From an optimization exercise on the open Yosys and OpenROAD flow, aimed at small area, a short achievable clock period and few clock cycles per item; shortcuts taken in it are not production practice.
RTL that was checked went through simulation tests only; none was proved equivalent to the original.
The RTL of runs 1 and 3 to 5 was laid out without a check of its function.
Power figures rest on the tool's default switching activity, not on a simulated workload.

==> flow/config.mk <==
export PLATFORM = sky130hd
export DESIGN_NAME = fpc_sink
export DESIGN_NICKNAME = fpc_sink
export VERILOG_FILES = /design/flow/design.v
export SDC_FILE = /design/flow/constraint.sdc
export NUM_CORES = 4
export LEC_CHECK = 0
export ABC_CLOCK_PERIOD_IN_PS = 3000
export CAP_MARGIN = 20
export CORE_MARGIN = 2
export CORE_UTILIZATION = 40
export SETUP_SLACK_MARGIN = 5
export SLEW_MARGIN = 20
==> flow/constraint.sdc <==
create_clock -name core_clock -period 8.0 [get_ports {clk}]
set_input_delay 1.6000 -clock core_clock [delete_from_list [all_inputs] [get_ports {clk}]]
set_output_delay 1.6000 -clock core_clock [all_outputs]
set_load 0.01 [all_outputs]
==> flow/design.v <==
module fpc_sink (
    input  wire        clk,
    input  wire        rst,
    input  wire        in_valid,
    output wire        in_ready,
    input  wire [31:0] in_data,       
    input  wire [2:0]  in_nbytes,     
    input  wire        in_sop,        
    input  wire        in_eop,        
    input  wire        in_fd,         
    input  wire        in_keep,       
    output reg         out_valid,
    input  wire        out_ready,
    output wire [10:0] out_apid,
    output wire [2:0]  out_ver,
    output wire        out_type,
    output wire        out_shf,
    output wire [1:0]  out_sf,
    output wire [13:0] out_cnt,
    output wire [16:0] out_len,
    output wire [31:0] out_rx,
    output wire        out_short,
    output wire        out_long,
    output wire        out_no_trailer,
    output reg         out_crc_fail,
    output reg         out_saved,
    output wire [15:0] out_crc_rx,
    output wire [15:0] out_crc_calc,
    output wire        out_fd,
    output wire        out_group_end,
    output reg  [31:0] cnt_saved,
    output reg  [31:0] cnt_crcfail
);
    function [15:0] crc_rem48(input [47:0] v);
        reg [47:0] r;
        integer k;
        begin
            r = v;
            for (k = 47; k >= 16; k = k - 1)
                if (r[k])
                    r[k-16 +: 17] = r[k-16 +: 17] ^ 17'h11021;
            crc_rem48 = r[15:0];
        end
    endfunction
    function [31:0] inc32(input [31:0] x);
        integer i;
        begin
            for (i = 0; i < 32; i = i + 1)
                inc32[i] = x[i] ^ (&(x | ~((32'd1 << i) - 32'd1)));
        end
    endfunction
    function [31:0] dec32(input [31:0] x);
        integer i;
        begin
            for (i = 0; i < 32; i = i + 1)
                dec32[i] = x[i] ^ ~(|(x & ((32'd1 << i) - 32'd1)));
        end
    endfunction
    function [7:0] lane(input [31:0] d, input [1:0] i);
        case (i)
            2'd0: lane = d[31:24];
            2'd1: lane = d[23:16];
            2'd2: lane = d[15:8];
            default: lane = d[7:0];
        endcase
    endfunction
    function [2:0] min3(input [2:0] x, input [2:0] y);
        min3 = (x < y) ? x : y;
    endfunction
    reg        rdy;           
    assign in_ready = rdy;
    wire acc = in_valid & rdy;
    reg [2:0]  hc;            
    reg [31:0] hdr;           
    reg [16:0] len;           
    wire [2:0] i_hc0   = in_sop ? 3'd0 : hc;
    wire       i_hopen = (i_hc0 != 3'd6);
    wire [2:0] i_need  = 3'd6 - i_hc0;                   
    wire [2:0] i_a     = !i_hopen ? 3'd0 : (in_nbytes < i_need) ? in_nbytes : i_need;
    wire [3:0] i_mt;                                       
    genvar gk;
    generate
        for (gk = 0; gk < 4; gk = gk + 1) begin : g_mt
            assign i_mt[gk] = !i_hopen ? (in_nbytes > gk) :
                              ({1'b0, in_nbytes} > gk + {1'b0, i_need});
        end
    endgenerate
    wire       i_hdone = i_hopen && (in_nbytes >= i_need);
    wire [2:0] i_hc1   = (!i_hopen || i_hdone) ? 3'd6 : i_hc0 + in_nbytes;
    function hb_w(input [2:0] n, input [2:0] h);
        hb_w = (h <= n) && ({1'b0, n} <= {1'b0, h} + 4'd3);
    endfunction
    reg        b_v;
    reg [31:0] b_data;
    reg [1:0]  b_a;           
    reg [3:0]  b_mt;          
    reg        b_hdone;       
    reg        b_sop, b_eop, b_fd, b_keep;
    reg [16:0] rem;           
    reg [5:0]  rem_gt;        
    reg        shrt;          
    reg        lng;           
    reg        nt;            
    reg [31:0] rx;
    reg [7:0]  trl_hi, trl_lo;
    reg        r_fd, r_keep;
    assign out_ver        = hdr[31:29];
    assign out_type       = hdr[28];
    assign out_shf        = hdr[27];
    assign out_apid       = hdr[26:16];
    assign out_sf         = hdr[15:14];
    assign out_cnt        = hdr[13:0];
    assign out_group_end  = hdr[15];
    assign out_len        = len;
    assign out_rx         = rx;
    assign out_short      = shrt;
    assign out_long       = lng;
    assign out_no_trailer = nt;
    assign out_crc_rx     = {trl_hi, trl_lo};
    assign out_fd         = r_fd;
    wire [5:0]  len_gt;                                    
    wire [5:0]  q_gt;
    genvar gj;
    generate
        for (gj = 0; gj < 6; gj = gj + 1) begin : g_q
            assign len_gt[gj] = (len[15:3] != 13'd0) || (len[2:0] >= gj);
            assign q_gt[gj]   = b_hdone ? len_gt[gj] : rem_gt[gj];
        end
    endgenerate
    wire [2:0]  qs    = q_gt[5] ? 3'd6 : q_gt[4] ? 3'd5 : q_gt[3] ? 3'd4 :
                        q_gt[2] ? 3'd3 : q_gt[1] ? 3'd2 : q_gt[0] ? 3'd1 : 3'd0;
    wire        nt0   = b_hdone ? (len[15:0] == 16'd0) : nt;
    wire [31:0] l_inc16 = inc32({16'd0, len[15:0]});
    wire [2:0]  b_m   = {1'b0, b_mt[0]} + {1'b0, b_mt[1]} + {1'b0, b_mt[2]} + {1'b0, b_mt[3]};
    wire [3:0]  pt    = {4{shrt}} & b_mt & q_gt[5:2];
    wire        th_in = shrt && q_gt[1] && (qs - 3'd2 < b_m);    
    wire        tl_in = shrt && !nt0 && (qs - 3'd1 < b_m);       
    wire [1:0]  th_ln = b_a + qs[1:0] - 2'd2;
    wire [1:0]  tl_ln = b_a + qs[1:0] - 2'd1;
    wire        to_full = shrt && b_mt[0] && (b_m >= qs);        
    wire        to_long = b_mt[0] && (!shrt || (b_m > qs));
    wire        r_brw  = (rem[3:0] < {1'b0, b_m});
    wire [4:0]  r_lo   = {1'b0, rem[3:0]} - {2'd0, b_m};
    wire [31:0] r_dec  = dec32({19'd0, rem[16:4]});
    wire [16:0] rem_n  = {r_brw ? r_dec[12:0] : rem[16:4], r_lo[3:0]};
    wire [4:0]  l_lo   = {1'b0, len[3:0]} + 5'd1 - {2'd0, b_m};    
    wire        l_cry  = (l_lo == 5'd16);
    wire        l_brw  = l_lo[4] && !l_cry;
    wire [31:0] l_inc  = inc32({20'd0, len[15:4]});
    wire [31:0] l_dec  = dec32({20'd0, len[15:4]});
    wire [16:0] len_m  = {l_cry ? l_inc[12:0] : l_brw ? l_dec[12:0] : {1'b0, len[15:4]},
                          l_lo[3:0]};
    wire [16:0] rem_x  = b_hdone ? len_m : rem_n;
    wire        r_hi   = (rem[16:4] != 13'd0);
    wire        l_hi   = (len[15:4] != 12'd0);
    wire [5:0]  rem_gt_n;
    generate
        for (gj = 0; gj < 6; gj = gj + 1) begin : g_r
            assign rem_gt_n[gj] = b_hdone ? (l_hi || {1'b0, len[3:0]} >= gj + {2'd0, b_m})
                                          : (r_hi || {1'b0, rem[3:0]} > gj + {2'd0, b_m});
        end
    endgenerate
    wire [3:0]  x_lo  = {1'b0, rx[2:0]} + {1'b0, b_m};
    wire [28:0] x_up  = inc32({3'd0, rx[31:3]});
    wire        x_sat = x_lo[3] && (rx[31:3] == 29'h1FFF_FFFF);
    wire [31:0] rx_n  = b_sop ? 32'd0 : x_sat ? 32'hFFFF_FFFF :
                        {x_lo[3] ? x_up : rx[31:3], x_lo[2:0]};
    wire [31:0] d_al  = b_data << {b_a, 3'b000};
    wire [31:0] d_msk = {{8{pt[0]}}, {8{pt[1]}}, {8{pt[2]}}, {8{pt[3]}}};
    reg [31:0] c_data;
    reg [4:0]  c_p;           
    reg        c_sop, c_eop;
    reg [15:0] crc;
    assign out_crc_calc = crc;
    wire [47:0] cx = {crc ^ c_data[31:16], c_data[15:0], 16'd0};
    wire [47:0] cv = ({48{c_p[0]}} & (cx >> 32)) |
                     ({48{c_p[1]}} & (cx >> 24)) |
                     ({48{c_p[2]}} & (cx >> 16)) |
                     ({48{c_p[3]}} & (cx >> 8))  |
                     ({48{c_p[4]}} & cx);
    wire [15:0] crc_nx = crc_rem48(cv);
    reg        d_v;
    wire       v_fill  = (hdr[26:16] == 11'h7FF);
    wire       v_ok    = !nt && ({trl_hi, trl_lo} == crc);
    wire       v_fail  = !shrt && !v_ok;
    wire       v_saved = !shrt && (v_ok || r_keep);
    wire [31:0] cs_inc = inc32(cnt_saved);
    wire [31:0] cf_inc = inc32(cnt_crcfail);
    always @(posedge clk) begin
        b_data  <= in_data;
        b_a     <= i_a[1:0];
        b_mt    <= i_mt;
        b_hdone <= i_hdone;
        b_sop   <= in_sop;
        b_eop   <= in_eop;
        b_fd    <= in_fd;
        b_keep  <= in_keep;
        if (acc) begin
            hc <= i_hc1;
            if (in_sop || hb_w(3'd0, hc))
                hdr[31:24] <= in_data[31:24];
            if (in_sop || hb_w(3'd1, hc))
                hdr[23:16] <= in_sop ? in_data[23:16] : lane(in_data, 2'd1 - hc[1:0]);
            if (in_sop || hb_w(3'd2, hc))
                hdr[15:8]  <= in_sop ? in_data[15:8]  : lane(in_data, 2'd2 - hc[1:0]);
            if (in_sop || hb_w(3'd3, hc))
                hdr[7:0]   <= in_sop ? in_data[7:0]   : lane(in_data, 2'd3 - hc[1:0]);
            if (!in_sop && hb_w(3'd4, hc))
                len[15:8]  <= lane(in_data, 2'd0 - hc[1:0]);
            if (!in_sop && hb_w(3'd5, hc)) begin
                len[7:0]   <= lane(in_data, 2'd1 - hc[1:0]);
                len[16]    <= 1'b0;
            end
        end
        if (b_v) begin
            if (b_hdone) begin
                len <= l_inc16;
                nt  <= nt0;
            end
            rem  <= rem_x;
            rem_gt <= rem_gt_n;
            shrt <= b_sop || (shrt && !to_full);
            lng  <= !b_sop && (lng || to_long);
            rx   <= rx_n;
            if (b_sop) begin
                trl_hi <= 8'd0;
                trl_lo <= 8'd0;
            end else begin
                if (th_in) trl_hi <= lane(b_data, th_ln);
                if (tl_in) trl_lo <= lane(b_data, tl_ln);
            end
            if (b_eop) begin
                r_fd   <= b_fd;
                r_keep <= b_keep;
            end
        end
        c_data <= d_al & d_msk;
        c_p    <= b_v ? {pt[3], pt[2] & ~pt[3], pt[1] & ~pt[2], pt[0] & ~pt[1], ~pt[0]} : 5'd1;
        c_sop  <= b_v && b_sop;
        c_eop  <= b_v && b_eop;
        if (c_sop)
            crc <= 16'hFFFF;
        else
            crc <= crc_nx;
        if (d_v && !v_fill) begin
            out_crc_fail <= v_fail;
            out_saved    <= v_saved;
        end
        if (rst) begin
            rdy         <= 1'b1;
            b_v         <= 1'b0;
            c_sop       <= 1'b0;
            c_eop       <= 1'b0;
            d_v         <= 1'b0;
            out_valid   <= 1'b0;
            cnt_saved   <= 32'd0;
            cnt_crcfail <= 32'd0;
        end else begin
            b_v <= acc;
            d_v <= c_eop;
            if (acc && in_eop)
                rdy <= 1'b0;
            if (out_valid && out_ready) begin
                out_valid <= 1'b0;
                rdy       <= 1'b1;
            end
            if (d_v) begin
                if (v_fill) begin
                    rdy <= 1'b1;
                end else begin
                    out_valid <= 1'b1;
                    if (v_fail && cnt_crcfail != 32'hFFFF_FFFF)
                        cnt_crcfail <= cf_inc;
                    if (v_saved && cnt_saved != 32'hFFFF_FFFF)
                        cnt_saved <= cs_inc;
                end
            end
        end
    end
endmodule
==> flow/run.sh <==
#!/bin/bash
# synth_recipe.tcl (not shown) runs the flow's synth.tcl, then flattens the netlist and writes it again
# the make line also repeats each setting of config.mk as NAME=value (left out here)
make -C /OpenROAD-flow-scripts/flow DESIGN_CONFIG=/design/flow/config.mk WORK_HOME=/design/flow/orfs CLKGATE_MAP_FILE= SYNTH_SCRIPT=/design/flow/synth_recipe.tcl finish
==> impl_results.md, run 1 <==
* Pint at roughly 5300 uW
* Worst-margin pin slew at slightly above 1000 ps
* Seq pwr share at ~25%
* All-layer global routing usage at 23.2%
* Max VDD drop at 212 uV
* Final antenna-violating net count at 0
* Initial antenna violation count at 0
* Synth top cells by count: 183 x dfxtp_1, 172 x nor2_1, 162 x nand2_1
* Final slew viol count at 0
* Unique masters post-synth at 81
* DR iter-0 viols at between 1500 and 2000
* Die area at roughly 0.046 mm^2
* Synth top area share at about a fifth
* Sequential share of the synthesized area at roughly 40%
* Top FF cell, synth: dfxtp_1
* Initial Util at approximately two fifths
* Finished Core Util at 56.4%
* Pwr Density at approximately 350 mW/mm^2
* First-pass GRT wire length at between 80000 and 90000 um
* Lkg Pwr at 0.0101 uW
* Worst Setup Start Kind: register
* Finish-stage setup viols at 0
* Sw Share at roughly two fifths
* Die width at 214 um
* Mapped Area at approximately 0.018 mm^2
* Synth async-reset ratio at 0%
* CP arrival at approximately 4200 ps
* Antenna fix cells at 0
* TritonCTS Buffers at 35
* Clock transition at path regs at 70 ps
* Worst-Skew Late Latency at 550 ps
* Status: finished clean
* Drt drc at 0
* Sw Pwr at around 3500 uW
* Post-Route WL at around 57000 um
* Core area at 0.0439 mm^2
* Routability Congestion at between 0.8 and 0.9
* Clock skew at between 20 and 25 ps
* CP Data Required Time at just over 8000 ps
* Pin count of the biggest net entering global routing at between 70 and 80
* Max Cap Viol at 0
* Final hold violation count at 0
* Syn Area/Cell at between 9 and 10 um^2
* Port bufs at between 200 and 250
* Die height at around 210 um
* Vias in the first global route at around 15000
* TritonCTS Sinks at between 200 and 300
* Mapped Nets at about 2000
* Fin Setup TNS at 0 ps
* Most frequent cell after synthesis: dfxtp_1
* Critical path fanouts, max at 13
* Yosys Warn Count at 1
* CTS Buffer Depth at 3
* Minimum clock period at roughly 3900 ps
* Period utilization at about half
* CTS tree: yes
* Synthesized instance count at approximately 1800
* Post-synth EDFFs at approximately 110
* Worst hold path class: reg -> reg
* Slew margin rel. at between 30% and 40%
* Synth area leaders: dfxtp_1 21%, edfxtp_1 19%, ha_1 8.6%, xor2_1 5.0%, xnor2_1 4.5%
* Via density at between 5 and 6
* Via count at between 15000 and 20000
* Synth Register Bits at approximately 300
* Layout cells sized above 1 at roughly a quarter
* Synthesis-to-layout area growth at 39.9%
* Critical path class: reg -> reg
* Cts hold-fix bufs at 0
* RSZ-0062 raised after global routing: true
* Clock power share at 18.7%
* Post-synth top area cell: dfxtp_1
* Crit. End Element: register
* Final Net Count at between 2000 and 2500
* Comb pwr share at between 50% and 60%
* H-tree Lvls at 2
* Num rows at 77
* Achievable Freq at around 0.26 GHz
* Ports at between 200 and 250
* WL/cell at approximately 20 um
* First-pass DRT Iterations at 9
* Clk root buf: clkbuf_16
* HPWL Detailed at approximately 38000 um
* GR Overflow Total at 0
-- routing by layer --
layer / wire length (um) / GRT usage (%) / vias to the layer above
met5: 0 / 0 / -
met4: 1750 / 7.45 / 0
met3: 3870 / 5.02 / 125
met2: 27300 / 38.5 / 583
met1: 23900 / 30.1 / 7537
li1: - / - / 7363
-- what timing repair did --
item | 4_1_cts | 5_1_grt
setup buffers | 93 | 57
pin swaps | 79 | 85
setup endpoints to repair | 395 | 234
cloned | 6 | 5
gates resized for setup | 401 | 152
-- cells in the final DEF, fill, tap and decap left out, types with 16 or more instances in the layout --
master / count
a211oi_1: 29
a21o_1: 21
a21oi_1: 92
a21oi_2: 23
a222oi_1: 47
and2_1: 22
and3_1: 21
buf_4: 117
buf_6: 29
clkbuf_16: 39
clkdlybuf4s50_1: 40
dfxtp_1: 135
dfxtp_2: 30
dfxtp_4: 18
dlygate4sd2_1: 179
edfxtp_1: 113
ha_1: 95
ha_4: 24
inv_1: 54
mux2i_1: 35
mux4_2: 16
nand2_1: 157
nand2b_1: 26
nand3_1: 42
nand4_1: 20
nor2_1: 155
nor2b_1: 34
nor3_1: 21
o21ai_0: 58
xnor2_1: 63
xnor2_2: 25
xor2_1: 80
-- power groups by stage --
stage | clock (uW) | sequential, uW | combinational, uW
floorplan | 0 | 2100 | 2560
global placement | 0 | 2150 | 3390
detailed placement | 0 | 2160 | 3450
CTS | 1680 | 2170 | 4220
global route | 1740 | 2240 | 5270
finish | 1640 | 2200 | 4910
-- registers in the layout, indices dropped and copies added, names as in the netlist, 2 cells and up --
signal,cells
c_p,5
b_mt,4
rx,32
c_data,32
hc,3
b_data,32
hdr,32
cnt_crcfail,32
rem,17
crc,16
rem_gt,6
trl_hi,8
len,17
trl_lo,8
b_a,2
cnt_saved,32
-- critical path, cell delays in order, from the launching register on --
cell,delay (ps)
dfxtp_4,340
or2_4,260
nor4_4,170
nand3_2,130
or3b_4,430
nand2b_4,170
o21a_1,190
a221oi_2,170
o21ai_1,90
nor2b_4,160
buf_6,150
ha_4,170
xnor2_4,210
xnor2_4,160
buf_12,180
mux4_2,490
nor2b_1,140
-- through the flow --
stage / setup slack [ps] / total power (uW) / std cells / cell area [um^2] / hold slack, ps
floorplan: 4100 / 4660 / 1841 / 18100 / 386
detailed placement: 3510 / 5600 / 2580 / 20800 / 405
CTS: 4120 / 8070 / 2743 / 23500 / 416
global placement: 3650 / 5540 / 2580 / 20800 / 388
global route: 3930 / 9240 / 2805 / 24800 / 410
finish: 4110 / 8750 / 2805 / 24800 / 409
-- cell type report --
type	instances	area, um^2
inverters	71	319
clock buffers	46	990
clock inverters	18	188
multi-input cells	1386	11700
well taps	592	741
fillers	3841	19200
flip-flops and latches	296	7160
repair buffers	396	3710
-- path summary, 6_finish.rpt --
check                   end    start  cells past startpoint  slack [ps]
hold reg to reg      r_keep   b_keep                      0         410
setup reg to reg  trl_lo[5]  len[12]                     16        4110
setup / recovery  trl_lo[5]  len[12]                     16        4110
hold / removal       r_keep   b_keep                      0         410
-- cell families (layout without fill, tap and decap cells) --
| logic type | count (synthesis) | in the layout | synth area share [%] |
|---|---|---|---|
| AND/OR/NAND/NOR | 591 | 594 | 16.0 |
| buffers and inverters | 163 | 531 | 3.62 |
| flip-flops | 296 | 296 | 39.9 |
| multiplexers | 55 | 55 | 4.28 |
| AO/OA/AOI/OAI | 397 | 398 | 15.3 |
| adder cells (fa/ha/maj) | 129 | 129 | 9.42 |
| XOR/XNOR | 210 | 210 | 11.5 |
==> run 2: changes to the inputs <==
--- a/flow/design.v
+++ b/flow/design.v
@@ -96,2 +96,3 @@
     reg [3:0]  b_mt;          
+    reg [2:0]  b_m;           
     reg        b_hdone;       
@@ -129,14 +130,8 @@
     endgenerate
-    wire [2:0]  qs    = q_gt[5] ? 3'd6 : q_gt[4] ? 3'd5 : q_gt[3] ? 3'd4 :
-                        q_gt[2] ? 3'd3 : q_gt[1] ? 3'd2 : q_gt[0] ? 3'd1 : 3'd0;
     wire        nt0   = b_hdone ? (len[15:0] == 16'd0) : nt;
     wire [31:0] l_inc16 = inc32({16'd0, len[15:0]});
-    wire [2:0]  b_m   = {1'b0, b_mt[0]} + {1'b0, b_mt[1]} + {1'b0, b_mt[2]} + {1'b0, b_mt[3]};
     wire [3:0]  pt    = {4{shrt}} & b_mt & q_gt[5:2];
-    wire        th_in = shrt && q_gt[1] && (qs - 3'd2 < b_m);    
-    wire        tl_in = shrt && !nt0 && (qs - 3'd1 < b_m);       
-    wire [1:0]  th_ln = b_a + qs[1:0] - 2'd2;
-    wire [1:0]  tl_ln = b_a + qs[1:0] - 2'd1;
-    wire        to_full = shrt && b_mt[0] && (b_m >= qs);        
-    wire        to_long = b_mt[0] && (!shrt || (b_m > qs));
+    wire [3:0]  kt    = {4{shrt && !nt0}} & b_mt & q_gt[3:0];
+    wire        to_full = shrt && b_mt[0] && !(|(q_gt[4:0] & ~{1'b0, b_mt}));   
+    wire        to_long = b_mt[0] && (!shrt || (|(b_mt & ~q_gt[3:0])));          
     wire        r_brw  = (rem[3:0] < {1'b0, b_m});
@@ -192,2 +187,3 @@
         b_mt    <= i_mt;
+        b_m     <= in_nbytes - i_a;
         b_hdone <= i_hdone;
@@ -228,4 +224,8 @@
             end else begin
-                if (th_in) trl_hi <= lane(b_data, th_ln);
-                if (tl_in) trl_lo <= lane(b_data, tl_ln);
+                if (kt[0]) begin
+                    trl_lo <= kt[3] ? d_al[7:0] : kt[2] ? d_al[15:8] :
+                              kt[1] ? d_al[23:16] : d_al[31:24];
+                    trl_hi <= kt[3] ? d_al[15:8] : kt[2] ? d_al[23:16] :
+                              kt[1] ? d_al[31:24] : trl_lo;
+                end
             end
==> impl_results.md, run 2 <==
* Status: finished clean
* Hold path startpoint: b_fd
* Layout cells sized above 1 at 16.6%
* First-pass DRT Iterations at 8
* Clk root buf: clkbuf_16
* CP Data Required Time at roughly 8500 ps
* CP arrival at around 3900 ps
* DR iter-0 viols at 1587
* Pin count of the biggest net entering global routing at between 70 and 80
* Worst-Skew Late Latency at approximately 550 ps
* Initial antenna violation count at 1
* Via count at between 15000 and 20000
* Multi-input logic area at about 0.010 mm^2
* HPWL Detailed at ~36000 um
* Synthesized instance count at between 1500 and 2000
* Final slew viol count at 0
* Die area at 0.0453 mm^2
* Mapped Area at between 0.015 and 0.02 mm^2
* Total design power at 6920 uW
* Post-DP Area at 0.0203 mm^2
* Finish-stage setup viols at 0
* FF-to-FF Start: len[1]
* Unique masters post-synth at 75
* Post-synth top area cell: dfxtp_1
* Clock transition at path regs at roughly 60 ps
* Worst reg2reg endpoint: rem[15]
* Sequential share of the synthesized area at 40.8%
* Max VDD drop at around 160 uV
* Most frequent cell after synthesis: nor2_1
* Mapped Nets at about 2000
* Period utilization at a little over two fifths
* Seq. cell area at 0.00722 mm^2
* TritonCTS Sinks at about 300
* Cts hold-fix bufs at 0
* FILL cells at 3916
* Synth top cells by count: 195 x nor2_1, 186 x dfxtp_1, 144 x a21oi_1
* Synth Register Bits at around 300
* R2R setup slack at approximately 4900 ps
* Core area at around 0.043 mm^2
* FF-to-FF path depth at 12
* Post-synth EDFFs at between 100 and 150
* Slew margin rel. at between 30% and 40%
* Leading cell types in the layout, fill and taps excluded: 187 x nor2_1, 186 x dlygate4sd2_1, 143 x dfxtp_1, 138 x nand2_1, 125 x a21oi_1
* Worst setup margin at between 4000 and 5000 ps
* Drt drc at 0
* Achievable Freq at slightly below 0.3 GHz
* Routability Congestion at around 0.88
* Final hold violation count at 0
* Final antenna-violating net count at 0
* Final Net Count at approximately 2300
* Antenna fix cells at 0
* Worst Setup Start Kind: input pin
* Syn Area/Cell at between 9 and 10 um^2
* Worst hold path class: reg -> reg
* Synth async-reset ratio at 0%
* Yosys Warn Count at 1
* Hold WS at 402 ps
* Via density at about 5.5
* Ports at between 200 and 250
* All-layer global routing usage at a little under a quarter
* Post-Route WL at ~53000 um
* Initial Util at between 40% and 50%
* Port bufs at 228
* Clock skew at 26.8 ps
* Synth area leaders: dfxtp_1 21%, edfxtp_1 19%, ha_1 7.5%, xor2_1 5.0%, xnor2_1 4.9%
* Die height at 213 um
* Place WS at between 3000 and 4000 ps
* WL/cell at between 15 and 20 um
* RSZ-0062 raised after global routing: true
* Die width at 213 um
* Minimum clock period at around 3400 ps
* CTS tree: yes
* TritonCTS Buffers at 35
* First-pass GRT wire length at between 80000 and 90000 um
* Critical path fanouts, max at 6
* WHS Endpoint: r_fd
* Crit. End Element: register
* Pwr Density at slightly above 300 mW/mm^2
* H-tree Lvls at 2
* Synth top area share at 21.3%
* Vias in the first global route at between 10000 and 15000
* Synthesis-to-layout area growth at 31.6%
* CTS Buffer Depth at 3
* Critical path class: in -> reg
* Num rows at 76
* WHS Path Cells at 0
* Lkg Pwr at around 0.0094 uW
* GR Overflow Total at 0
* Fin Setup TNS at 0 ps
* Top FF cell, synth: dfxtp_1
* Post-route cell area at about 0.023 mm^2
* Worst-margin pin slew at between 900 and 1000 ps
* Commonest non-fill, non-tap cell in the layout: nor2_1
* Max Cap Viol at 0
==> run 2: power breakdown <==
| group | switching (uW) | internal, uW | leakage, uW | total (uW) |
|---|---|---|---|---|
| sequential | 317 | 1860 | 0.00257 | 2170 |
| combinational | 1680 | 1490 | 0.00631 | 3170 |
| clock | 655 | 922 | 0.000554 | 1580 |
==> run 2: per-layer routing <==
layer	up-vias	routed length, um	global-route usage (%)
met1	7206	23400	31.1
met4	2	1650	7.43
met3	101	3460	3.96
met2	563	24200	35.7
li1	7253	-	-
met5	-	13	0
==> run 2: what timing repair did <==
action                                  in CTS  in global routing
gates cloned                                 3                  3
endpoints found under the setup margin     404                148
pin swaps                                   29                 46
buffers inserted                            61                 35
gates resized for setup                    337                 85
==> run 2: worst max-delay path by stage <==
stage | to | cells after the start | from | slack [ps]
2_1_floorplan | b_m[1] | 11 | in_sop | 4230
5_1_grt | b_m[1] | 14 | in_sop | 4510
3_3_place_gp | b_m[1] | 13 | in_sop | 3290
4_1_cts | b_m[1] | 13 | in_sop | 4610
3_5_place_dp | b_m[1] | 13 | in_sop | 3250
6_report | b_m[1] | 13 | in_sop | 4570
==> run 2: worst max-delay path, stage by stage <==
cell	delay, ps
buf_8	100
buf_12	120
nand2b_4	150
inv_4	90
ha_4	210
ha_4	270
o22ai_2	60
maj3_2	370
a21oi_2	140
nor2_2	70
ha_4	160
fa_2	510
inv_1	30
==> run 2: final cells by class <==
type | instances | share of cell area, %
multi-input combinational | 1388 | 45.7
inverter | 77 | 1.30
clock inverter | 16 | 0.534
clock buffer | 48 | 4.39
sequential | 299 | 31.4
tap | 585 | 3.19
timing repair buffer | 347 | 13.4
==> run 2: kinds of logic after synthesis <==
kind of cell	Yosys count	share of synthesized area [%]
xor gates and xnor gates	215	12.0
and+or+nand+nor	589	16.0
muxes	50	2.96
buffers and inverters	176	3.83
adders and majority gates	111	8.20
AOI/OAI and AO/OA	422	16.2
DFF	299	40.8
==> run 2: stage by stage <==
stage	cells	utilization [%]
floorplan	1862	-
global placement	2594	47.2
detailed placement	2594	47.2
CTS	2722	51.7
global route	2760	53.3
finish	2760	53.3
Testbench counts of run 2, summed over its fixed seeds: cycles 102,698, bytes 368,401.
==> run 3: changes to the inputs <==
--- a/flow/design.v
+++ b/flow/design.v
@@ -75,16 +75,29 @@
     reg [16:0] len;           
-    wire [2:0] i_hc0   = in_sop ? 3'd0 : hc;
-    wire       i_hopen = (i_hc0 != 3'd6);
-    wire [2:0] i_need  = 3'd6 - i_hc0;                   
-    wire [2:0] i_a     = !i_hopen ? 3'd0 : (in_nbytes < i_need) ? in_nbytes : i_need;
-    wire [3:0] i_mt;                                       
-    genvar gk;
-    generate
-        for (gk = 0; gk < 4; gk = gk + 1) begin : g_mt
-            assign i_mt[gk] = !i_hopen ? (in_nbytes > gk) :
-                              ({1'b0, in_nbytes} > gk + {1'b0, i_need});
-        end
-    endgenerate
-    wire       i_hdone = i_hopen && (in_nbytes >= i_need);
-    wire [2:0] i_hc1   = (!i_hopen || i_hdone) ? 3'd6 : i_hc0 + in_nbytes;
+    function [12:0] itab(input [2:0] h0, input [2:0] nb);
+        integer hh, nn, nd, aa, mm, k;
+        reg [12:0] t;
+        begin
+            itab = 13'd0;
+            for (hh = 0; hh < 7; hh = hh + 1)
+                for (nn = 0; nn < 5; nn = nn + 1)
+                    if (h0 == hh && nb == nn) begin
+                        nd = 6 - hh;
+                        aa = (nn < nd) ? nn : nd;
+                        mm = nn - aa;
+                        t[12:10] = hh + aa;
+                        t[9:8]   = aa;
+                        t[7:5]   = mm;
+                        for (k = 0; k < 4; k = k + 1)
+                            t[1 + k] = (mm > k);
+                        t[0]     = (hh < 6) && (hh + nn >= 6);
+                        itab = t;
+                    end
+        end
+    endfunction
+    wire [12:0] i_tab  = in_sop ? itab(3'd0, in_nbytes) : itab(hc, in_nbytes);
+    wire [2:0]  i_hc1  = i_tab[12:10];
+    wire [1:0]  i_a    = i_tab[9:8];
+    wire [2:0]  i_m    = i_tab[7:5];
+    wire [3:0]  i_mt   = i_tab[4:1];
+    wire        i_hdone = i_tab[0];
     function hb_w(input [2:0] n, input [2:0] h);
@@ -148,2 +161,12 @@
     wire [16:0] rem_x  = b_hdone ? len_m : rem_n;
+    function gtab(input [3:0] x, input [2:0] m, input integer j);
+        integer xx, mm;
+        begin
+            gtab = 1'b0;
+            for (xx = 0; xx < 16; xx = xx + 1)
+                for (mm = 0; mm < 5; mm = mm + 1)
+                    if (x == xx && m == mm)
+                        gtab = (xx > j + mm);
+        end
+    endfunction
     wire        r_hi   = (rem[16:4] != 13'd0);
@@ -153,4 +176,4 @@
         for (gj = 0; gj < 6; gj = gj + 1) begin : g_r
-            assign rem_gt_n[gj] = b_hdone ? (l_hi || {1'b0, len[3:0]} >= gj + {2'd0, b_m})
-                                          : (r_hi || {1'b0, rem[3:0]} > gj + {2'd0, b_m});
+            assign rem_gt_n[gj] = b_hdone ? (l_hi || gtab(len[3:0], b_m, gj - 1))
+                                          : (r_hi || gtab(rem[3:0], b_m, gj));
         end
@@ -185,5 +208,5 @@
         b_data  <= in_data;
-        b_a     <= i_a[1:0];
+        b_a     <= i_a;
         b_mt    <= i_mt;
-        b_m     <= in_nbytes - i_a;
+        b_m     <= i_m;
         b_hdone <= i_hdone;
--- a/flow/config.mk
+++ b/flow/config.mk
@@ -7,3 +7,3 @@
 export LEC_CHECK = 0
-export ABC_CLOCK_PERIOD_IN_PS = 3000
+export ABC_CLOCK_PERIOD_IN_PS = 3300
 export CAP_MARGIN = 20
@@ -11,3 +11,3 @@
 export CORE_UTILIZATION = 40
-export SETUP_SLACK_MARGIN = 5
+export SETUP_SLACK_MARGIN = 4.7
 export SLEW_MARGIN = 20
==> impl_results.md, run 3 <==
* Via count at roughly 16000
* CP Cell Sequence: clkdlybuf4s50_1
* Crit. End Element: output pin
* Clk root buf: clkbuf_16
* Global-route met3 utilization at ~3.9%
* Critical path class: reg -> out
* Antenna fix cells at 0
* Final Net Count at between 2000 and 2500
* CP Buf/Inv Count at 1
* Layout cells sized above 1 at between 10% and 20%
* Final antenna-violating net count at 0
* CP arrival at 1730 ps
* Lkg Pwr at between 0.008 and 0.009 uW
* Synth async-reset ratio at 0%
* First-pass GRT wire length at approximately 86000 um
* DR iter-0 viols at roughly 1900
* Worst-margin pin slew at approximately 1000 ps
* Synth Register Bits at about 300
* Clock transition at path regs at 60 ps
* Mapped Area at between 0.015 and 0.02 mm^2
* Vias in the first global route at 14900
* Grt met2 use at between 30% and 40%
* Worst Setup Start Kind: register
* Post-synth top area cell: dfxtp_1
* Initial Util at approximately two fifths
* Hold WS at about 410 ps
* Synth top area share at 21.0%
* Unique masters post-synth at 74
* Max Cap Viol at 0
* Commonest non-fill, non-tap cell in the layout: clkdlybuf4s50_1
* Synthesis-to-layout area growth at 27.5%
* Leading cell types in the layout, fill and taps excluded: 224 x clkdlybuf4s50_1, 222 x nand2_1, 218 x nor2_1, 159 x dfxtp_1, 133 x o21ai_0
* Status: finished clean
* TritonCTS Sinks at ~300
* Ports at roughly 230
* Cell family with most CP delay: buffers and inverters
* Pin count of the biggest net entering global routing at 71
* Die area at 0.0458 mm^2
* All-layer global routing usage at a little under a quarter
* Crit path depth at 1
* CP Data Required Time at ~6400 ps
* Die height at 214 um
* Most frequent cell after synthesis: nand2_1
* Max incr delay on CP at around 640 ps
* Worst hold path class: reg -> reg
* Post-Route WL at about 55000 um
* Drt drc at 0
* WL/cell at 19.7 um
* Num rows at 76
* Routability Congestion at roughly 0.9
* Critical path fanouts, max at 7
* Achievable Freq at about 0.30 GHz
* RSZ-0062 raised after global routing: true
* Fin Setup TNS at 0 ps
* CTS tree: yes
* Inst Count DP at between 2000 and 3000
* First-pass DRT Iterations at 7
* Initial antenna violation count at 1
* Synth top cells by count: 223 x nand2_1, 222 x nor2_1, 185 x dfxtp_1
* Minimum clock period at approximately 3300 ps
* Top FF cell, synth: dfxtp_1
* Max VDD drop at 145 uV
* CTS Buffer Depth at 3
* Finish-stage setup viols at 0
* Mapped Nets at between 2000 and 2500
* Clock skew at 34.8 ps
* H-tree Lvls at 2
* Period utilization at a little over two fifths
* Synth area leaders: dfxtp_1 21%, edfxtp_1 19%, xnor2_1 5.1%, nand2_1 4.7%, nor2_1 4.7%
* Syn Area/Cell at just under 9 um^2
* Post-Layout Cell Count at between 2000 and 3000
* Via density at 5.69
* Cts hold-fix bufs at 0
* Grt met1 use at ~33%
* Slew margin rel. at around a third
* Synthesized instance count at roughly 2000
* Core area at about 0.043 mm^2
* Crit path max-delay cell type: clkdlybuf4s50_1
* GR Overflow Total at 0
* Pwr Density at approximately 240 mW/mm^2
* Port bufs at about 230
* Final slew viol count at 0
* Final hold violation count at 0
* Die width at between 200 and 250 um
* Total design power at 5340 uW
* WHS Path Cells at 0
* Post-synth EDFFs at roughly 110
* FF-to-FF path depth at 14
* GRT Max-Usage Layer: met2
* Sequential share of the synthesized area at 40.2%
* Worst-Skew Late Latency at around 570 ps
* Yosys Warn Count at 1
* HPWL Detailed at ~39000 um
* TritonCTS Buffers at 37
==> run 3: changes by cell type after synthesis, moves of 16 or more <==
cell	before	now
mux2i_1	37	53
a211oi_1	32	14
and3_1	18	38
nor2b_1	33	10
ha_1	104	55
o21ai_0	61	133
a21oi_1	144	119
nand2_1	143	223
nor2_1	195	222
==> run 3: layer usage <==
metal | up-vias | routed length, um
li1 | 7609 | -
met4 | 2 | 1720
met3 | 91 | 4260
met2 | 681 | 25100
met5 | - | 13
met1 | 7633 | 24400
==> run 3: worst paths after layout <==
check                                     start               to  slack [ps]
worst max-delay path            cnt_crcfail[30]  cnt_crcfail[30]        4670
worst min-delay path                       b_fd             r_fd         410
worst max register to register          b_mt[3]          rem[15]        4760
worst min register to register             b_fd             r_fd         410
==> run 3: layout make-up <==
| cell class | instances | area, um^2 |
|---|---|---|
| Clock inverter | 17 | 223 |
| Timing Repair inverter | 1 | 7.51 |
| Fill cell | 3944 | 20800 |
| Inverter | 70 | 272 |
| Tap cell | 585 | 732 |
| Clock buffer | 51 | 1100 |
| Multi-Input combinational cell | 1517 | 10300 |
| Timing Repair Buffer | 278 | 2710 |
| Sequential cell | 298 | 7140 |
==> run 3: logic make-up (layout without fill, tap and decap cells) <==
logic type / count (synthesis) / count (layout) / share of synthesized area (%)
muxes: 72 / 72 / 4.22
and+or+nand+nor: 695 / 696 / 17.8
DFF: 298 / 298 / 40.2
xor gates and xnor gates: 210 / 211 / 11.4
AOI/OAI and AO/OA: 478 / 479 / 17.9
buffers and inverters: 193 / 417 / 4.16
adders and majority gates: 59 / 59 / 4.30
==> run 3: repair_timing <==
item,4_1_cts,5_1_grt
setup endpoints to repair,102,113
gates resized for setup,69,39
setup buffers,11,17
cloned,3,2
pin swaps,6,10
==> run 3: per-stage QoR <==
| step | util, % | area, um^2 | setup WS, ps |
|---|---|---|---|
| after global placement | 47.0 | 20300 | 3990 |
| after floorplan | - | 17600 | 4730 |
| after detailed placement | 47.1 | 20400 | 3970 |
| final | 52.0 | 22500 | 4670 |
| after CTS | 51.2 | 22100 | 4640 |
| after global routing | 52.0 | 22500 | 4570 |
==> run 3: power breakdown <==
group | internal (uW) | switching (uW) | total, uW
clock network | 1080 | 710 | 1790
registers | 1710 | 236 | 1950
logic | 731 | 871 | 1600
==> run 4: changes to the inputs <==
--- a/flow/design.v
+++ b/flow/design.v
@@ -72,2 +72,3 @@
     wire acc = in_valid & rdy;
+    wire acc_nr = acc & !rst;      
     reg [2:0]  hc;            
@@ -105,3 +106,2 @@
     endfunction
-    reg        b_v;
     reg [31:0] b_data;
@@ -209,7 +209,7 @@
         b_a     <= i_a;
-        b_mt    <= i_mt;
-        b_m     <= i_m;
-        b_hdone <= i_hdone;
-        b_sop   <= in_sop;
-        b_eop   <= in_eop;
+        b_mt    <= acc_nr ? i_mt : 4'd0;
+        b_m     <= acc_nr ? i_m : 3'd0;
+        b_hdone <= acc_nr && i_hdone;
+        b_sop   <= acc_nr && in_sop;
+        b_eop   <= acc_nr && in_eop;
         b_fd    <= in_fd;
@@ -233,3 +233,3 @@
         end
-        if (b_v) begin
+        begin
             if (b_hdone) begin
@@ -260,5 +260,5 @@
         c_data <= d_al & d_msk;
-        c_p    <= b_v ? {pt[3], pt[2] & ~pt[3], pt[1] & ~pt[2], pt[0] & ~pt[1], ~pt[0]} : 5'd1;
-        c_sop  <= b_v && b_sop;
-        c_eop  <= b_v && b_eop;
+        c_p    <= {pt[3], pt[2] & ~pt[3], pt[1] & ~pt[2], pt[0] & ~pt[1], ~pt[0]};
+        c_sop  <= b_sop;
+        c_eop  <= b_eop;
         if (c_sop)
@@ -273,3 +273,2 @@
             rdy         <= 1'b1;
-            b_v         <= 1'b0;
             c_sop       <= 1'b0;
@@ -281,3 +280,2 @@
         end else begin
-            b_v <= acc;
             d_v <= c_eop;
==> impl_results.md, run 4 <==
* Status: finished clean
* Synthesized instance count at ~2000
* TritonCTS Buffers at 37
* Syn Area/Cell at between 8 and 9 um^2
* CP endpoint: len[4]
* Lkg Pwr at roughly 0.008 uW
* Pwr Density at ~220 mW/mm^2
* GR Overflow Total at 0
* Post-Route WL at between 50000 and 60000 um
* RSZ-0062 raised after global routing: true
* Final hold violation count at 0
* Pin count of the biggest net entering global routing at 57
* Core area at around 0.042 mm^2
* Final Net Count at roughly 2300
* Mapped Nets at 2070
* Fin Setup TNS at 0 ps
* First-pass DRT Iterations at 9
* Worst Setup Start Kind: input pin
* Routability Congestion at 0.925
* Worst reg2reg endpoint: trl_lo[7]
* WL/cell at just under 20 um
* Post-synth EDFFs at 70
* Worst hold path class: reg -> reg
* CP Launch Point: in_data[20]
* CTS Buffer Depth at 3
* Die area at ~0.044 mm^2
* Achievable Freq at 0.305 GHz
* Critical path fanouts, max at 6
* Leading cell types in the layout, fill and taps excluded: 243 x nand2_1, 222 x clkdlybuf4s50_1, 220 x dfxtp_1, 188 x nor2_1, 141 x a21oi_1
* Period utilization at between 40% and 50%
* Minimum clock period at 3280 ps
* All-layer global routing usage at a little under a quarter
* Synth top cells by count: 243 x nand2_1, 227 x dfxtp_1, 190 x nor2_1
* TritonCTS Sinks at 297
* CP Data Required Time at between 8000 and 9000 ps
* Num rows at 75
* R2R setup slack at 4820 ps
* Clock skew at approximately 14 ps
* Ports at between 200 and 250
* Clock transition at path regs at about 60 ps
* Synth async-reset ratio at 0%
* DR iter-0 viols at approximately 1500
* Clk root buf: clkbuf_16
* Via count at ~15000
* Total design power at between 4000 and 5000 uW
* First-pass GRT wire length at 82200 um
* Worst-Skew Late Latency at between 500 and 600 ps
* Sequential share of the synthesized area at between 30% and 40%
* Finish-stage setup viols at 0
* Final slew viol count at 0
* CP arrival at about 3600 ps
* Layout cells sized above 1 at ~8%
* Initial Util at between 40% and 50%
* Max Cap Viol at 0
* Vias in the first global route at between 10000 and 15000
* Die height at between 200 and 250 um
* H-tree Lvls at 2
* Crit. End Element: register
* Synth area leaders: dfxtp_1 27%, edfxtp_1 12%, nand2_1 5.4%, xor2_1 5.3%, xnor2_1 5.0%
* Unique masters post-synth at 76
* FF-to-FF Start: len[1]
* Most frequent cell after synthesis: nand2_1
* Critical path class: in -> reg
* Port bufs at approximately 230
* Synth Register Bits at a little under 300
* FF-to-FF path depth at 10
* HPWL Detailed at 38800 um
* Cts hold-fix bufs at 0
* CTS tree: yes
* Yosys Warn Count at 1
* WHS Path Cells at 0
* Slew margin rel. at between 20% and 30%
* Die width at approximately 210 um
* Post-synth top area cell: dfxtp_1
* Synth top area share at between 20% and 30%
* Drt drc at 0
* Commonest non-fill, non-tap cell in the layout: nand2_1
* Worst-margin pin slew at 1110 ps
* Mapped Area at approximately 0.017 mm^2
* Initial antenna violation count at 1
* Via density at ~5.7
* Final antenna-violating net count at 0
* Top FF cell, synth: dfxtp_1
* Synthesis-to-layout area growth at 25.3%
* Max VDD drop at approximately 140 uV
[run 4: changes by cell type after synthesis, moves of 21 or more]
cell,delta
mux2i_1,-21
a21oi_1,+26
nor2_1,-32
nor2b_1,+28
edfxtp_1,-43
a211oi_1,+35
o21ai_0,-27
dfxtp_1,+42
[run 4: kinds of logic (layout without fill, tap and decap cells)]
family | count (synthesis) | in the layout | synth area share, %
flops | 297 | 297 | 39.2
fa+ha+maj | 58 | 58 | 4.42
other cells | 0 | 1 | 0
simple gates | 692 | 692 | 18.6
compound gates | 481 | 481 | 18.7
mux | 37 | 37 | 2.22
xor+xnor | 218 | 218 | 12.6
buf+inv | 186 | 397 | 4.19
[run 4: worst min path at each step]
| stage | slack (ps) | start | end |
|---|---|---|---|
| 2_1_floorplan | 390 | b_fd | r_fd |
| 3_3_place_gp | 390 | b_fd | r_fd |
| 3_5_place_dp | 390 | b_fd | r_fd |
| 4_1_cts | 400 | b_fd | r_fd |
| 5_1_grt | 410 | b_keep | r_keep |
| 6_report | 400 | b_fd | r_fd |
[run 4: final cells by class]
class | instances | area (um^2)
Antenna cell | 1 | 2.50
Clock buffer | 50 | 1080
Clock inverter | 18 | 195
Fill cell | 3966 | 20600
Inverter | 62 | 240
Multi-Input combinational cell | 1486 | 9790
Sequential cell | 297 | 6660
Tap cell | 539 | 674
Timing Repair Buffer | 267 | 2580
[run 4: routing by layer]
layer / wire, um / track usage (%) / vias up
met5: 0 / 0 / -
met4: 1510 / 7.63 / 0
met3: 4390 / 4.92 / 100
met2: 23900 / 37.1 / 660
met1: 23700 / 32.4 / 7347
li1: - / - / 7379
[run 4: timing repair]
action | 4_1_cts | 5_1_grt
hold endpoints to repair | 0 | 0
resized for setup | 15 | 36
setup endpoints to repair | 80 | 89
setup buffers | 11 | 8
pin swaps | 0 | 3
[run 4: critical path, cell delays in order]
cell	delay, ps
clkdlybuf4s50_1	620
a222oi_1	800
nand2_1	160
o21ai_0	200
o21ai_0	160
[run 4: through the flow]
step | util [%] | hold slack [ps] | worst slack (ps) | cell area, um^2 | instances
2_1_floorplan | - | 386 | 4760 | 16900 | 1969
3_3_place_gp | 46.8 | 389 | 3800 | 19600 | 2632
3_5_place_dp | 46.8 | 389 | 3730 | 19600 | 2632
4_1_cts | 50.1 | 402 | 4680 | 21000 | 2711
5_1_grt | 50.7 | 415 | 4600 | 21200 | 2720
6_report | 50.7 | 402 | 4720 | 21200 | 2720
[run 4: power by group]
group	total [uW]	internal, uW	leakage, uW	switching, uW
sequential	1860	1680	0.00251	180
combinational	1130	518	0.00481	616
clock	1740	1030	0.000630	712
total	4730	3220	0.00795	1510
==> run 5: changes to the inputs <==
--- a/flow/config.mk
+++ b/flow/config.mk
@@ -11,3 +11,3 @@
 export CORE_UTILIZATION = 40
-export SETUP_SLACK_MARGIN = 4.7
+export SETUP_SLACK_MARGIN = 5.0
 export SLEW_MARGIN = 20
==> impl_results.md, run 5 <==
* Worst Setup Start Kind: input pin
* Final antenna-violating net count at 0
* Final hold violation count at 0
* Worst-margin pin slew at between 1000 and 1500 ps
* Routability Congestion at ~0.94
* First-pass DRT Iterations at 10
* Via count at between 15000 and 20000
* Die area at roughly 0.044 mm^2
* Finish-stage setup viols at 0
* Unique masters post-synth at 76
* CTS Buffer Depth at 3
* CP Cell Sequence: clkdlybuf4s50_1 > buf_4 > inv_1 > o21ai_1 > nand2_1 > o21ai_0
* Pwr Density at 218 mW/mm^2
* Minimum clock period at 2980 ps
* Leading cell types in the layout, fill and taps excluded: 241 x nand2_1, 185 x nor2_1, 185 x dlygate4sd2_1, 182 x dfxtp_1, 138 x a21oi_1
* Fin Setup TNS at 0 ps
* Multi-input logic area at between 0.01 and 0.015 mm^2
* Status: finished clean
* RSZ-0062 raised after global routing: true
* Commonest non-fill, non-tap cell in the layout: nand2_1
* Sequential share of the synthesized area at between 30 and 40%
* Achievable Freq at approximately 0.34 GHz
* FF-to-FF path depth at 11
* Via density at 5.69
* Crit path max-delay cell type: clkdlybuf4s50_1
* Mapped Nets at between 2000 and 2500
* Clock transition at path regs at roughly 60 ps
* Max VDD drop at between 100 and 150 uV
* Synth async-reset ratio at 0%
* Critical path class: in -> reg
* Ports at 229
* Lkg Pwr at 0.00879 uW
* Layout cells sized above 1 at 12.4%
* TritonCTS Sinks at between 200 and 300
* Pin count of the biggest net entering global routing at between 70 and 80
* Die height at approximately 210 um
* Worst reg2reg endpoint: trl_hi[5]
* Synth top cells by count: 243 x nand2_1, 227 x dfxtp_1, 190 x nor2_1
* WL/cell at 19.9 um
* Worst hold path class: reg -> reg
* Vias in the first global route at around 14000
* Num rows at 75
* CP arrival at around 3400 ps
* Max Cap Viol at 0
* Top FF cell, synth: dfxtp_1
* Synth top area share at 26.8%
* Die width at ~210 um
* Hold path startpoint: b_fd
* FILL cells at between 3000 and 4000
* Initial antenna violation count at 0
* Post-synth EDFFs at 70
* Mapped Area at between 0.015 and 0.02 mm^2
* Most frequent cell after synthesis: nand2_1
* Critical path fanouts, max at 34
* H-tree Lvls at 2
* CP Launch Point: in_sop
* All-layer global routing usage at between 20% and 30%
* Max incr delay on CP at about 450 ps
* Synthesis-to-layout area growth at 27.3%
* Synthesized instance count at between 1500 and 2000
* Cts hold-fix bufs at 0
* DR iter-0 viols at approximately 1800
* CP Data Required Time at between 8000 and 9000 ps
* Post-synth top area cell: dfxtp_1
* Seq. cell area at 0.00672 mm^2
* Period utilization at between 30% and 40%
* Clk root buf: clkbuf_16
* Slew margin rel. at between 20% and 30%
* R2R setup slack at around 5000 ps
* CTS tree: yes
* Clock skew at around 23 ps
* Crit. End Element: register
* Core area at roughly 0.042 mm^2
* Drt drc at 0
* Final Net Count at between 2000 and 2500
* Synth area leaders: dfxtp_1 27%, edfxtp_1 12%, nand2_1 5.4%, xor2_1 5.3%, xnor2_1 5.0%
* Final slew viol count at 0
* Finished Core Util at between 50% and 60%
* Syn Area/Cell at 8.60 um^2
* CP endpoint: hdr[8]
* Port bufs at about 230
* GR Overflow Total at 0
* Antenna fix cells at 0
* FF-to-FF Start: len[9]
* Worst-Skew Late Latency at between 500 and 600 ps
* Synth Register Bits at just under 300
* First-pass GRT wire length at approximately 82000 um
* Yosys Warn Count at 1
* Initial Util at about two fifths
* HPWL Detailed at roughly 38000 um
* Post-Route WL at 54900 um
* TritonCTS Buffers at 36
## run 5: cell counts after synthesis
Identical to the previous run, type by type.
## run 5: critical path, delay by kind of cell
family / cells / cell delay (ps)
buf+inv: 3 / 1110
compound gates: 2 / 530
simple gates: 1 / 100
## run 5: stage by stage
stage | total power, uW | std cells | instance area, um^2 | hold WS [ps] | setup WS (ps)
after CTS | 4660 | 2725 | 21100 | 405 | 4830
after global routing | 4930 | 2760 | 21600 | 414 | 4890
after detailed placement | 2970 | 2631 | 19600 | 391 | 3680
final | 4710 | 2760 | 21600 | 404 | 5020
after floorplan | 2560 | 1969 | 16900 | 386 | 4910
after global placement | 2950 | 2631 | 19600 | 392 | 3770
## run 5: metal layers
layer | vias to the layer above | global-route usage, % | wire (um)
li1 | 7474 | - | -
met4 | 0 | 8.76 | 2220
met5 | - | 0 | 0
met2 | 719 | 36.8 | 24200
met3 | 125 | 4.37 | 4150
met1 | 7382 | 33.0 | 24300
## run 5: how the worst min path moves through the flow
stage,to,depth (start not counted)
2_1_floorplan,r_fd,0
3_3_place_gp,r_fd,0
3_5_place_dp,r_keep,0
4_1_cts,r_keep,0
5_1_grt,r_keep,0
6_report,r_fd,0
## run 5: cells by family (layout without fill, tap and decap cells)
| family | Yosys count | in the layout | synth area share, % |
|---|---|---|---|
| compound gates | 481 | 481 | 18.7 |
| mux | 37 | 37 | 2.22 |
| flops | 297 | 297 | 39.2 |
| xor+xnor | 218 | 218 | 12.6 |
| simple gates | 692 | 696 | 18.6 |
| fa+ha+maj | 58 | 58 | 4.42 |
| buf+inv | 186 | 434 | 4.19 |
## run 5: repair_timing
action	CTS	global route
pin swaps	4	15
gates cloned	0	6
endpoints found under the setup margin	332	113
gates resized for setup	285	51
setup buffers	30	29
## run 5: cell type report
class / instances / share of cell area, %
repair buffers: 307 / 12.3
clock inverters: 17 / 0.946
clock buffers: 47 / 4.65
repair inverters: 1 / 0.0232
well taps: 539 / 3.13
multi-input cells: 1490 / 46.7
flip-flops and latches: 297 / 31.2
inverters: 62 / 1.11
## run 5: power breakdown
| part | internal (uW) | total, uW | leakage (uW) | switching (uW) |
|---|---|---|---|---|
| registers | 1690 | 1870 | 0.00252 | 185 |
| logic | 518 | 1160 | 0.00568 | 646 |
| clock network | 1010 | 1670 | 0.000589 | 656 |
==> run 6: changes to the inputs <==
--- a/flow/design.v
+++ b/flow/design.v
@@ -112,3 +112,3 @@
     reg        b_sop, b_eop, b_fd, b_keep;
-    reg [16:0] rem;           
+    reg [15:0] rem;           
     reg [5:0]  rem_gt;        
@@ -149,14 +149,7 @@
     wire        to_long = b_mt[0] && (!shrt || (|(b_mt & ~q_gt[3:0])));          
-    wire        r_brw  = (rem[3:0] < {1'b0, b_m});
-    wire [4:0]  r_lo   = {1'b0, rem[3:0]} - {2'd0, b_m};
-    wire [31:0] r_dec  = dec32({19'd0, rem[16:4]});
-    wire [16:0] rem_n  = {r_brw ? r_dec[12:0] : rem[16:4], r_lo[3:0]};
-    wire [4:0]  l_lo   = {1'b0, len[3:0]} + 5'd1 - {2'd0, b_m};    
-    wire        l_cry  = (l_lo == 5'd16);
-    wire        l_brw  = l_lo[4] && !l_cry;
-    wire [31:0] l_inc  = inc32({20'd0, len[15:4]});
-    wire [31:0] l_dec  = dec32({20'd0, len[15:4]});
-    wire [16:0] len_m  = {l_cry ? l_inc[12:0] : l_brw ? l_dec[12:0] : {1'b0, len[15:4]},
-                          l_lo[3:0]};
-    wire [16:0] rem_x  = b_hdone ? len_m : rem_n;
+    wire [15:0] r_base = b_hdone ? len[15:0] : rem;
+    wire        r_brw  = (r_base[3:0] < {1'b0, b_m});
+    wire [3:0]  r_lo   = r_base[3:0] - {1'b0, b_m};
+    wire [31:0] r_dec  = dec32({20'd0, r_base[15:4]});
+    wire [15:0] rem_x  = {r_brw ? r_dec[11:0] : r_base[15:4], r_lo};
     function gtab(input [3:0] x, input [2:0] m, input integer j);
@@ -171,3 +164,3 @@
     endfunction
-    wire        r_hi   = (rem[16:4] != 13'd0);
+    wire        r_hi   = (rem[15:4] != 12'd0);
     wire        l_hi   = (len[15:4] != 12'd0);
@@ -177,3 +170,3 @@
             assign rem_gt_n[gj] = b_hdone ? (l_hi || gtab(len[3:0], b_m, gj - 1))
-                                          : (r_hi || gtab(rem[3:0], b_m, gj));
+                                          : (r_hi || gtab(rem[3:0], b_m, gj - 1));
         end
==> flow/flow/run.sh (new file) <==
#!/bin/bash
# Standard layout, with the port buffers made from a plain buffer cell
# (buffer_ports otherwise picks the delay cell clkdlybuf4s50_1).
set -euo pipefail
export BUFFER_PORTS_ARGS="-buffer_cell sky130_fd_sc_hd__buf_2"
bash standard.sh > standard_flow.log 2>&1
==> flow/standard.sh (new file) <==
#!/bin/bash
# synth_recipe.tcl (not shown) runs the flow's synth.tcl, then flattens the netlist and writes it again
# the make line also repeats each setting of config.mk as NAME=value (left out here)
make -C /OpenROAD-flow-scripts/flow DESIGN_CONFIG=/design/flow/config.mk WORK_HOME=/design/flow/orfs CLKGATE_MAP_FILE= SYNTH_SCRIPT=/design/flow/synth_recipe.tcl "${@:-finish}"
--- a/flow/config.mk
+++ b/flow/config.mk
@@ -10,3 +10,3 @@
 export CORE_MARGIN = 2
-export CORE_UTILIZATION = 40
+export CORE_UTILIZATION = 55
 export SETUP_SLACK_MARGIN = 5.0
removed: flow/run.sh
==> impl_results.md, run 6 <==
* Status: finished clean
* Inst Count DP at roughly 2400
* WL/cell at about 20 um
* Initial Util at 56.2%
* Final slew viol count at 0
* Cts hold-fix bufs at 0
* Layout cells sized above 1 at between 20% and 30%
* Fin Setup TNS at 0 ps
* Worst Setup Start Kind: register
* Met2 Routed Length at 22600 um
* TritonCTS Buffers at 34
* CP Cell Sequence: xor2_2 > a22oi_1 > xor2_1 > xnor3_2 > xnor2_4 > xnor2_4 > and2_0 > or3_1
* Die area at a little over 0.03 mm^2
* Seq. cell area at around 0.0065 mm^2
* CTS Buffer Depth at 3
* Port bufs at around 230
* Ports at roughly 230
* Finish-stage setup viols at 0
* Clock power share at between 30% and 40%
* Worst-margin pin slew at 1020 ps
* Post-synth EDFFs at 57
* Synth Register Bits at 296
* Yosys Warn Count at 1
* HPWL Detailed at 34100 um
* Top FF cell, synth: dfxtp_1
* Routability Congestion at 0.950
* Unique masters post-synth at 75
* Met1 Routed Length at roughly 20000 um
* Num rows at 62
* Max incr delay on CP at 550 ps
* Place WS at approximately 4000 ps
* Syn Area/Cell at between 8 and 9 um^2
* First-pass GRT wire length at between 70000 and 80000 um
* Mapped Nets at 1924
* DR iter-0 viols at 1817
* Die width at ~180 um
* Clock transition at path regs at roughly 60 ps
* Pin count of the biggest net entering global routing at 73
* Crit. End Element: register
* TritonCTS Sinks at about 300
* Multi-input logic area at between 0.009 and 0.01 mm^2
* Vias in the first global route at roughly 14000
* Cell mode on critical path: xnor2_4
* Cell family with most CP delay: XOR/XNOR gates
* Slew margin rel. at 31.9%
* Initial antenna violation count at 1
* Pwr Density at roughly 240 mW/mm^2
* All-layer global routing usage at between 30% and 40%
* Crit path max-delay cell type: xnor3_2
* Seq pwr share at about two fifths
* Worst setup margin at 5050 ps
* Critical path fanouts, max at 5
* Synthesis-to-layout area growth at 20.6%
* FILL cells at ~2400
* Sequential share of the synthesized area at between 40 and 50%
* Post-Layout Cell Count at 2456
* Lkg Pwr at 0.00809 uW
* Antenna fix cells at 0
* Via count at roughly 15000
* Period utilization at a little under two fifths
* CP arrival at around 3300 ps
* Final Net Count at between 2000 and 2500
* Final antenna-violating net count at 0
* Critical path class: reg -> reg
* H-tree Lvls at 2
* Commonest non-fill, non-tap cell in the layout: buf_2
* First-pass DRT Iterations at 9
* Most frequent cell after synthesis: dfxtp_1
* Minimum clock period at about 3000 ps
* Sw Share at 32.2%
* Synth async-reset ratio at 0%
* CP Data Required Time at about 8400 ps
* Die height at 176 um
* Worst-Skew Late Latency at 520 ps
* Max Cap Viol at 0
* Final hold violation count at 0
* Pint at about 3100 uW
* Max VDD drop at around 190 uV
* Met3 Wirelength at around 4000 um
* Sw Pwr at about 1500 uW
* Drt drc at 0
* Post-Route WL at 48500 um
* Synth area leaders: dfxtp_1 30%, edfxtp_1 11%, xor2_1 5.6%, nor2_1 4.8%, xnor2_1 4.8%
* Synth top area share at a little under 30%
* Synth top cells by count: 239 x dfxtp_1, 208 x nor2_1, 193 x nand2_1
* Core area at around 0.029 mm^2
* CP Buf/Inv Count at 0
* Via density at approximately 6.0
* Mapped Area at ~0.016 mm^2
* Leading cell types in the layout, fill and taps excluded: 229 x buf_2, 222 x dfxtp_1, 207 x nor2_1, 191 x nand2_1, 120 x a21oi_1
* Comb pwr share at approximately 25%
* Worst hold path class: reg -> reg
* GR Overflow Total at 0
* Synthesized instance count at approximately 1800
* Post-synth top area cell: dfxtp_1
* RSZ-0062 raised after global routing: true
* CTS tree: yes
* Achievable Freq at roughly 0.34 GHz
* Clk root buf: clkbuf_16
* DR top layer: met5
* Clock skew at between 10 and 15 ps
run 6: stage by stage:
stage	power [uW]	area, um^2	hold WS (ps)	util, %
after CTS	4520	19000	420	65.9
after global routing	4800	19500	421	67.7
after global placement	2870	17500	386	60.7
final	4610	19500	419	67.7
after floorplan	2560	16200	386	-
after detailed placement	2890	17500	405	60.8
run 6: logic make-up after synthesis:
group           Yosys count  share of synthesized area (%)
flops                   296                           40.1
simple gates            632                           17.8
buf+inv                 159                           3.74
xor+xnor                213                           13.1
mux                      71                           4.47
fa+ha+maj                43                           3.41
compound gates          424                           17.3
run 6: what timing repair did:
| action | 4_1_cts | 5_1_grt |
|---|---|---|
| resized for setup | 42 | 59 |
| buffers inserted | 14 | 27 |
| pin swaps | 8 | 16 |
| endpoints found under the setup margin | 84 | 117 |
| cloned | 1 | 2 |
run 6: power groups by stage:
stage / combinational [uW] / sequential, uW / clock (uW)
2_1_floorplan: 747 / 1820 / 0
5_1_grt: 1270 / 1870 / 1660
3_3_place_gp: 1020 / 1850 / 0
4_1_cts: 1090 / 1830 / 1600
6_report: 1170 / 1850 / 1590
3_5_place_dp: 1040 / 1850 / 0
run 6: metal layers:
metal / vias to the layer above / global-route usage [%]
met5: - / 0
met4: 2 / 11.7
met3: 122 / 5.39
met2: 731 / 48.7
met1: 6894 / 40.2
li1: 6960 / -
run 6: area by class of cell:
class,instances,area share [%]
Multi-Input combinational cell,1383,48.9
Inverter,45,0.865
Sequential cell,296,33.4
Clock buffer,44,4.91
Clock inverter,17,0.948
Timing Repair Buffer,287,8.53
Tap cell,384,2.46
run 6: final timing paths:
check	from	endpoint	slack (ps)	cells after the start
worst max register to register	crc[4]	crc[13]	5050	8
worst min-delay path	b_fd	r_fd	420	0
worst min register to register	b_fd	r_fd	420	0
worst max-delay path	crc[4]	crc[13]	5050	8
run 6: worst reg2reg max path, cell delays in order (launching register included):
cell and delay [ps]:
dfxtp_1 430, xor2_2 400, a22oi_1 250, xor2_1 310
xnor3_2 550, xnor2_4 250, xnor2_4 150, and2_0 160
or3_1 340
Testbench counts of run 6, summed over its fixed seeds: cycles 102,698, bytes 368,401.
==> run 7: changes to the inputs <==
--- a/flow/config.mk
+++ b/flow/config.mk
@@ -10,3 +10,3 @@
 export CORE_MARGIN = 2
-export CORE_UTILIZATION = 55
+export CORE_UTILIZATION = 40
 export SETUP_SLACK_MARGIN = 5.0
==> impl_results.md, run 7 <==
* Synth area leaders: dfxtp_1 30%, edfxtp_1 11%, xor2_1 5.6%, nor2_1 4.8%, xnor2_1 4.8%
* Commonest non-fill, non-tap cell in the layout: buf_2
* Synth top area share at around 30%
* Die height at a little over 200 um
* Synthesized instance count at approximately 1800
* Place WS at just over 4000 ps
* Pwr Density at between 200 and 250 mW/mm^2
* Routability Congestion at just over 0.9
* Worst Setup Start Kind: register
* Crit path max-delay cell type: dfxtp_1
* Minimum clock period at roughly 2900 ps
* CP arrival at around 3300 ps
* Clock transition at path regs at approximately 60 ps
* HPWL Detailed at approximately 36000 um
* WL/cell at slightly below 20 um
* Vias in the first global route at 13600
* CP Data Required Time at between 8000 and 9000 ps
* Period utilization at around 36%
* Drt drc at 0
* Finish-stage setup viols at 0
* Initial antenna violation count at 1
* Total design power at between 4000 and 5000 uW
* Layout cells sized above 1 at 21.2%
* Seq. cell area at 0.00654 mm^2
* Post-Route WL at 50700 um
* CTS tree: yes
* Antenna fix cells at 0
* Synth top cells by count: 239 x dfxtp_1, 208 x nor2_1, 193 x nand2_1
* Max Cap Viol at 0
* Max VDD drop at 109 uV
* Via count at about 15000
* FILL cells at slightly below 4000
* GR Overflow Total at 0
* Num rows at 73
* Core area at 0.0398 mm^2
* Worst setup margin at ~5100 ps
* CTS Buffer Depth at 3
* Achievable Freq at 0.343 GHz
* Top FF cell, synth: dfxtp_1
* Inst Count DP at 2489
* Initial Util at 40.7%
* RSZ-0062 raised after global routing: true
* Yosys Warn Count at 1
* First-pass DRT Iterations at 9
* Crit. End Element: register
* Max incr delay on CP at between 400 and 500 ps
* Fin Setup TNS at 0 ps
* Clock skew at about 15 ps
* Leading cell types in the layout, fill and taps excluded: 227 x buf_2, 218 x dfxtp_1, 207 x nor2_1, 193 x nand2_1, 121 x a21oi_1
* Post-synth top area cell: dfxtp_1
* CP Cell Sequence: xor2_2 > o21ai_0 > a21oi_2 > xnor2_4 > xnor3_2 > xnor2_4 > xnor2_2 > and2_0 > or3_1
* Post-Layout Cell Count at 2582
* Syn Area/Cell at between 8 and 9 um^2
* Port bufs at 228
* Final antenna-violating net count at 0
* Synth Register Bits at approximately 300
* Critical path class: reg -> reg
* Mapped Area at ~0.016 mm^2
* Synth async-reset ratio at 0%
* Worst-Skew Late Latency at roughly 550 ps
* TritonCTS Buffers at 35
* Mapped Nets at between 1500 and 2000
* DR iter-0 viols at 1706
* Cell mode on critical path: xnor2_4
* All-layer global routing usage at a little under a quarter
* Post-synth EDFFs at 57
* Final hold violation count at 0
* Via density at 5.64
* Hold WS at between 400 and 500 ps
* Lkg Pwr at 0.00801 uW
* Unique masters post-synth at 75
* Die width at around 210 um
* Most frequent cell after synthesis: dfxtp_1
* Cell family with most CP delay: XOR/XNOR gates
* First-pass GRT wire length at slightly below 80000 um
* Worst hold path class: reg -> reg
* Final slew viol count at 0
* Critical path fanouts, max at 6
* Ports at ~230
* Cts hold-fix bufs at 0
* Worst-margin pin slew at between 1000 and 1500 ps
* Sequential share of the synthesized area at about two fifths
* Multi-input logic area at about 0.0096 mm^2
* Pin count of the biggest net entering global routing at 73
* Final Net Count at between 2000 and 2500
* Clk root buf: clkbuf_16
* Die area at between 0.04 and 0.05 mm^2
* H-tree Lvls at 2
* CP Buf/Inv Count at 0
* TritonCTS Sinks at roughly 300
* Status: finished clean
* Slew margin rel. at 32.3%
* Synthesis-to-layout area growth at 21.1%
-- run 7: worst paths after layout --
path                from      end  slack, ps  cells after the start
setup / recovery  crc[1]  crc[13]       5080                      9
hold / removal      b_fd     r_fd        400                      0
hold reg to reg     b_fd     r_fd        400                      0
setup reg to reg  crc[1]  crc[13]       5080                      9
-- run 7: cell type report --
cell class                      instances  share of cell area (%)
Inverter                               45                   0.861
Clock buffer                           50                    5.38
Sequential cell                       296                    33.3
Tap cell                              525                    3.35
Clock inverter                         11                   0.561
Timing Repair Buffer                  269                    7.73
Multi-Input combinational cell       1386                    48.8
-- run 7: stage by stage --
step	instance area [um^2]	utilization, %
CTS	19200	48.3
detailed placement	17700	44.4
finish	19600	49.3
floorplan	16200	-
global placement	17700	44.4
global route	19600	49.3
-- run 7: logic make-up (layout without fill, tap and decap cells) --
kind of cell | count (synthesis) | in the layout | share of synthesized area (%)
AO/OA/AOI/OAI | 424 | 425 | 17.3
XOR/XNOR | 213 | 215 | 13.1
adder cells (fa/ha/maj) | 43 | 43 | 3.41
buffers and inverters | 159 | 375 | 3.74
flip-flops | 296 | 296 | 40.1
multiplexers | 71 | 71 | 4.47
AND/OR/NAND/NOR | 632 | 632 | 17.8
-- run 7: worst reg2reg max path, delay by kind of cell, from the launching register on --
| kind | cells | cell delay [ps] |
|---|---|---|
| and+or+nand+nor | 2 | 480 |
| DFF | 1 | 480 |
| xor gates and xnor gates | 5 | 1400 |
| AOI/OAI and AO/OA | 2 | 440 |
-- run 7: where the power goes --
group | switching [uW] | total (uW) | internal, uW
combinational | 636 | 1140 | 503
clock | 657 | 1620 | 959
sequential | 201 | 1870 | 1670
-- run 7: what timing repair did --
item	in CTS	in global routing
pin swaps	8	16
resized for setup	51	55
buffers inserted	12	16
endpoints found under the setup margin	126	111
gates cloned	3	1
-- run 7: metal layers --
| layer | track usage, % | part of all wire, % |
|---|---|---|
| met5 | 0 | 0.026 |
| met4 | 8.84 | 3.4 |
| met3 | 4.39 | 8.0 |
| met2 | 37.7 | 46 |
| met1 | 30.7 | 42 |

[re-timing with driven ports]
Ports are ideal in the flow. The routed layouts listed here were re-timed in OpenROAD. Step 1: set_driving_cell puts a clkbuf_16 on clk and a buf_2 on each other input, an assumption about the parent block. Step 2, shift: input delay + t, output delay - t, t = (earliest + latest rising clock arrival at the registers) / 2. This alone moves slack from input paths to output paths. a / b / c = ideal ports / drivers / drivers and shift; a / b = the first two.
run	t, ns	slack for setup (ns)
run 1	0.599	4.107 / 4.107 / 4.107
run 2	0.591	4.573 / 4.588 / 3.996
run 3	0.611	4.666 / 4.610 / 4.264
run 4	0.607	4.719 / 4.685 / 4.131
run 5	0.595	5.022 / 4.972 / 4.459
run 6	0.557	5.051 / 5.014 / 4.598
run 7	0.592	5.081 / 5.063 / 4.603
After both steps setup and hold are still met in every run listed.
